What follows belongs to an exercise in optimizing a design on an open flow for small area, a short achievable clock period and few clock cycles per item; a production flow would make more cautious choices. The RTL was checked by simulation tests, not by an equivalence proof against the original design. Power figures rest on the tool's default switching activity, not on a simulated workload.

==> inputs of fjord <==
// bcu
module bcu (
    input  wire         clk,
    input  wire         rst,             
    input  wire         cmd_valid,
    output wire         cmd_ready,
    input  wire [127:0] cmd,
    output wire         rsp_valid,
    input  wire         rsp_ready,
    output wire [127:0] rsp
);
clock: 12.0 ns
lec_check: 0
abc_area: 1
cap_margin: 30
core_margin: 2
core_utilization: 40
setup_slack_margin: 5
slew_margin: 20
tns_end_percent: 0
standard.sh (not shown) runs the stock make flow with config.mk's settings and CLKGATE_MAP_FILE= SYNTH_SCRIPT=/design/flow/synth_recipe.tcl, a recipe that flattens the netlist after the stock synthesis.
==> flow/flow/run.sh <==
#!/bin/bash
# Layout flow: the standard flow (standard.sh), except that
#  - synthesis maps the logic with the ABC script in flow/abc_area.script
#    (an area-oriented mapping) instead of ORFS's; the registers and every
#    other synthesis step are the standard synthesis's;
#  - the port buffers are sky130_fd_sc_hd__buf_1 (ORFS picks a delay cell);
set -euo pipefail
here=$(pwd)
rm -rf "$here/cs_scripts"
cp -r "$FLOW_HOME/scripts" "$here/cs_scripts"
cp "$here/flow/abc_area.script" "$here/cs_scripts/abc_area.script"
bash standard.sh SCRIPTS_DIR="$here/cs_scripts" ABC_AREA=1 synth > "$here/synth.log" 2>&1
bash standard.sh "BUFFER_PORTS_ARGS=-buffer_cell sky130_fd_sc_hd__buf_1" SETUP_SLACK_MARGIN=6 finish > "$here/layout.log" 2>&1
==> flow/flow/abc_area.script <==
strash
&get -n
&fraig -x
&put
scorr
dc2
strash
&get -n
&synch2
&nf -R 1000
&put
buffer -c
topo
stime -c
upsize -c
dnsize -c
==> inputs of willow, as changes to fjord <==
--- a/flow/design.v
+++ b/flow/design.v
@@ -128,15 +128,27 @@
         begin
             oh = 8'd1 << b[2:0];
             c  = ~|(oh & ((8'd2 << j) - 8'd1));      
             r  = {b[4] ^ (b[3] & c), b[3] ^ c};
             rowoh = {r == 2'd3, r == 2'd2, r == 2'd1, r == 2'd0};
         end
     endfunction
+    wire [63:0] pwin;                    
     genvar gj;
+    generate
+        for (gj = 0; gj < 8; gj = gj + 1) begin : g_pbank
+            wire [3:0] proh = rowoh(pos[7:3], gj);
+            assign pwin[8*gj +: 8] = ({8{proh[0]}} & mem[      8*gj +: 8]) |
+                                     ({8{proh[1]}} & mem[ 64 + 8*gj +: 8]) |
+                                     ({8{proh[2]}} & mem[128 + 8*gj +: 8]) |
+                                     ({8{proh[3]}} & mem[192 + 8*gj +: 8]);
+        end
+    endgenerate
+    wire [127:0] prot_sh = {pwin, pwin} >> pos[5:0];
+    wire [10:0]  pfield  = prot_sh[10:0];    
     wire [4:0] wb_p = pos[7:3];
     wire [4:0] wb_o = c_off[7:3];
     wire [4:0] wb_b = c_off[4:0];
     wire [4:0] wb_l = len[4:0];
     wire [5:0] amt  = ({6{s_p}} & pos[5:0]) | ({6{s_o}} & c_off[5:0]) |
                       ({6{s_b}} & {c_off[2:0], 3'b000}) | ({6{s_l}} & {len[2:0], 3'b000});
     wire [3:0]  roh [0:7];
@@ -220,16 +232,16 @@
     wire ok_p1  = rd_ok(hi_p1,  p8lo[7:0],  len);
     wire ok_p2  = rd_ok(hi_p2,  p11lo[7:0], len);
     wire ok_off = rd_ok(hi_off, c_off[7:0], len);
     wire [6:0] gl_p2  = grown(p11lo[7:0], len);
     wire [6:0] gl_off = grown(c_off[7:0], len);
     wire ovf_p2  = hi_p2  || (gl_p2  > CAP);
     wire ovf_off = hi_off || (gl_off > CAP);
-    wire [7:0]  d_id = rd_win[7:0];
-    wire [2:0]  d_sz = rd_win[10:8];
+    wire [7:0]  d_id = pfield[7:0];
+    wire [2:0]  d_sz = pfield[10:8];
     reg  [31:0] d_vmask;
     always @* begin
         case (d_sz)
             3'd0: d_vmask = 32'h0000_0000;
             3'd1: d_vmask = 32'h0000_0001;
             3'd2: d_vmask = 32'h0000_0003;
             3'd3: d_vmask = 32'h0000_000F;
@@ -434,23 +446,26 @@
                 n_x      = {24'd0, c_off};
             end else
                 n_x = {48'd0, rd_win[7:0]};
         end
     end
     wire do_write = take & n_write;
     wire do_clear = rst | (take & n_clear);
-    wire [63:0] wr_merged = do_clear ? 64'd0 : ((wr_rot & wr_mask) | (bankwin & ~wr_mask));
-    genvar gr;
+    genvar gr, gk;
     generate
         for (gr = 0; gr < 4; gr = gr + 1) begin : g_row
             for (gj = 0; gj < 8; gj = gj + 1) begin : g_col
-                wire hit = do_clear | (do_write & roh[gj][gr]);
-                always @(posedge clk) begin
-                    if (hit)
-                        mem[64*gr + 8*gj +: 8] <= wr_merged[8*gj +: 8];
+                wire hit = do_write && roh[gj][gr];
+                for (gk = 0; gk < 8; gk = gk + 1) begin : g_bit
+                    always @(posedge clk) begin
+                        if (do_clear)
+                            mem[64*gr + 8*gj + gk] <= 1'b0;
+                        else if (hit && wr_mask[8*gj + gk])
+                            mem[64*gr + 8*gj + gk] <= wr_rot[8*gj + gk];
+                    end
                 end
             end
         end
     endgenerate
     always @(posedge clk) begin
         if (rst) begin
             rv        <= 1'b0;
==> flow/run.sh (new file) <==
#!/bin/bash
# synth_recipe.tcl (not shown) runs the flow's synth.tcl, then flattens the netlist and writes it again
# the make line also repeats each setting of config.mk as NAME=value (left out here)
make -C /OpenROAD-flow-scripts/flow DESIGN_CONFIG=/design/flow/config.mk WORK_HOME=/design/flow/orfs CLKGATE_MAP_FILE= SYNTH_SCRIPT=/design/flow/synth_recipe.tcl finish
- ABC_AREA: 1 -> unset
- CAP_MARGIN: 30 -> 20
- CORE_UTILIZATION: 40 -> 50
- TNS_END_PERCENT: 0 -> unset
removed: flow/flow/run.sh
removed: flow/flow/abc_area.script
removed: flow/standard.sh
==> inputs of lagoon, as changes to fjord <==
==> flow/flow/run.sh (replaced) <==
#!/bin/bash
# Layout flow: the standard flow, except that synthesis maps the logic with
# the ABC script in flow/abc_area.script (an area-oriented mapping) instead of
# ORFS's. Everything else, including the registers, is the standard synthesis.
set -euo pipefail
here=$(pwd)
rm -rf "$here/cs_scripts"
cp -r "$FLOW_HOME/scripts" "$here/cs_scripts"
cp "$here/flow/abc_area.script" "$here/cs_scripts/abc_area.script"
bash standard.sh SCRIPTS_DIR="$here/cs_scripts" ABC_AREA=1 synth > "$here/synth.log" 2>&1
bash standard.sh > "$here/layout.log" 2>&1
==> flow/flow/abc_area.script (replaced) <==
strash
&get -n
&fraig -x
&put
scorr
dc2
strash
&get -n
&dch -f
&nf
&put
buffer -c
topo
stime -c
upsize -c
dnsize -c
==> inputs of sierra, as changes to fjord <==
==> flow/flow/run.sh (replaced) <==
#!/bin/bash
# Layout flow: the standard flow (standard.sh), except that
#  - synthesis maps the logic with the ABC script in flow/abc_area.script
#    (an area-oriented mapping) instead of ORFS's; the registers and every
#    other synthesis step are the standard synthesis's;
#  - the port buffers are sky130_fd_sc_hd__buf_1 (ORFS picks a delay cell).
# Each step's full output goes to a log file in this folder (and ORFS's own
# logs under orfs/logs).
set -euo pipefail
here=$(pwd)
rm -rf "$here/cs_scripts"
cp -r "$FLOW_HOME/scripts" "$here/cs_scripts"
cp "$here/flow/abc_area.script" "$here/cs_scripts/abc_area.script"
bash standard.sh SCRIPTS_DIR="$here/cs_scripts" ABC_AREA=1 synth > "$here/synth.log" 2>&1
bash standard.sh "BUFFER_PORTS_ARGS=-buffer_cell sky130_fd_sc_hd__buf_1" finish > "$here/layout.log" 2>&1
==> flow/flow/abc_area.script (replaced) <==
strash
&get -n
&fraig -x
&put
scorr
dc2
strash
&get -n
&dc2
&synch2
&nf -R 1000
&put
buffer -c
topo
stime -c
upsize -c
dnsize -c
- CTS_BUF_LIST: unset -> sky130_fd_sc_hd__clkbuf_4
==> run summary <==
- Leaving out fill and tap cells, the most frequent cells in the layout are 589 x nand2_1, 475 x nor2_1, 329 x a21oi_1, 325 x edfxtp_1, 292 x o21ai_0.
- Summing all multi-input logic gate instances after layout gives 22,700 sq um.
- The core region area is 84,900 sq um.
- The number of tap cells inserted is 1,144.
- The critical path starts at cmd[79].
- The total leakage power is 15.2 nW.
- The power dissipated in sequential cells is 1.72 mW.
- For met3 alone, demand over resource in global routing was 8.45%.
- The run finished with no timing, DRC or antenna violations.
- The minimum setup slack in the final design is 4.85 ns.
- For the final database, setup skew stands at 0.106 ns.
- The die outline height is 296 um.
- The internal power of the cells totals 2.82 mW.
That was sierra.
==> run summary <==
- The flow ran to the end and the layout has no timing, DRC or antenna violations.
- The power dissipated in sequential cells is 1.74 mW.
- Measured against its own limit, the worst slew margin works out to 8.84%.
- The worst hold path belongs to the class reg -> reg.
- The number of tap cells inserted is 1,176.
- The clock buffer instance count of the final layout is 60.
- On the final layout, the worst clock skew is 0.0460 ns.
- The worst register-to-register path begins at len[1].
- For this design the static power due to leakage is 18.6 nW.
- The maximum frequency from static timing analysis is 137 MHz.
- The worst-case IR drop observed on VDD is 92.4 uV.
- The minimum setup slack in the final design is 4.72 ns.
- The total area inside the core boundary comes to 90,100 sq um.
- The most critical setup path has its startpoint at cmd[8].
- The actual transition at the worst max-transition pin is 1.33 ns.
- Global routing finished with a remaining overflow of 0.
- In the layout the commonest cells are 440 x nand2_1, 335 x nor2_1, 326 x a21oi_1, 325 x edfxtp_1, 321 x buf_4.
- In the final layout, the multi-input gates occupy 26,700 sq um.
That was lagoon.
==> run summary <==
- Global routing consumed, on the met3 layer, 25.7% of the routing resources.
- The worst-case clock skew is 0.0355 ns.
- For this design the static power due to leakage is 19.7 nW.
- Power attributed to sequential cells is 1.41 mW.
- The die outline height is 311 um.
- The number of tap cells inserted is 1,254.
- The core region area is 93,300 sq um.
- The compound-cell area share of the yosys netlist is 30.7%.
- The clock buffer instance count of the final layout is 64.
- The initial utilization of the core area, before any placement, comes to 50.5%.
- The critical path class is in -> reg.
- The critical path starts at cmd[3].
- The remaining max-slew budget at the tightest pin is 21.3%.
- The run finished with no timing, DRC or antenna violations.
- The multi-input logic area is 37,400 sq um.
- The minimum setup slack in the final design is 4.72 ns.
- The internal power contribution is 2.80 mW.
- The library cells used most frequently in the layout, excluding fill and tap cells, are 595 x nand2_1, 547 x nor2_1, 348 x mux2i_1, 343 x o21ai_0, 331 x dfxtp_1.
- Averaged over all synthesized cells, the footprint is 7.68 sq um.
That was willow.
==> run summary <==
- The internal power contribution is 3.10 mW.
- Leaving out fill and tap cells, the most frequent cells in the layout are 652 x nand2_1, 537 x nor2_1, 337 x a21oi_1, 325 x edfxtp_1, 291 x buf_4.
- The minimum setup slack in the final design is 4.62 ns.
- The global routing met3 resource utilization is 9.33%.
- The total area inside the core boundary comes to 85,400 sq um.
- The total leakage power is 16.1 nW.
- The number of tap cells inserted is 1,144.
- The power dissipated in sequential cells is 1.72 mW.
- The die outline height is 298 um.
- The run finished with no timing, DRC or antenna violations.
- The critical path starts at cmd[11].
That was fjord.
Testbench counts of fjord, summed over its fixed seeds: cycles 8,054, commands 8,046.
Testbench counts of willow, summed over its fixed seeds: cycles 8,054, commands 8,046.
Testbench counts of lagoon, summed over its fixed seeds: cycles 8,054, commands 8,046.
Testbench counts of sierra, summed over its fixed seeds: cycles 8,054, commands 8,046.

## what the ideal ports hide
The flow's constraints put no driver on any port. The routed layouts listed below were extracted and timed again, unchanged, in two steps. Step 1: set_driving_cell puts a clkbuf_16 on clk and a buf_2 on each other input, an assumption about the parent block. Step 2 moves the port delays by t, midway between the first and last clock arrival at a register: inputs arrive t later, outputs are due t later. That takes back most of the time a late clock gives input paths. a / b / c = no drivers / after step 1 / after step 2; a / b = the first two.
| run | t (ns) | setup WS [ns] | clock arrival spread, ns | cell pins on the clock port's net |
|---|---|---|---|---|
| fjord | 0.674 | 4.620 / 4.668 / 3.994 | 0.041 / 0.041 | 1 |
| willow | 0.746 | 4.722 / 4.757 / 4.011 | 0.035 / 0.035 | 1 |
| lagoon | 0.687 | 4.723 / 4.764 / 4.077 | 0.046 / 0.046 | 1 |
| sierra | 1.050 | 4.847 / 4.880 / 3.830 | 0.106 / 0.107 | 1 |
After both steps setup and hold are still met in every run listed. For sierra, which loses most, drivers alone change the setup slack by +0.033 ns; drivers and shift together by -1.017 ns.
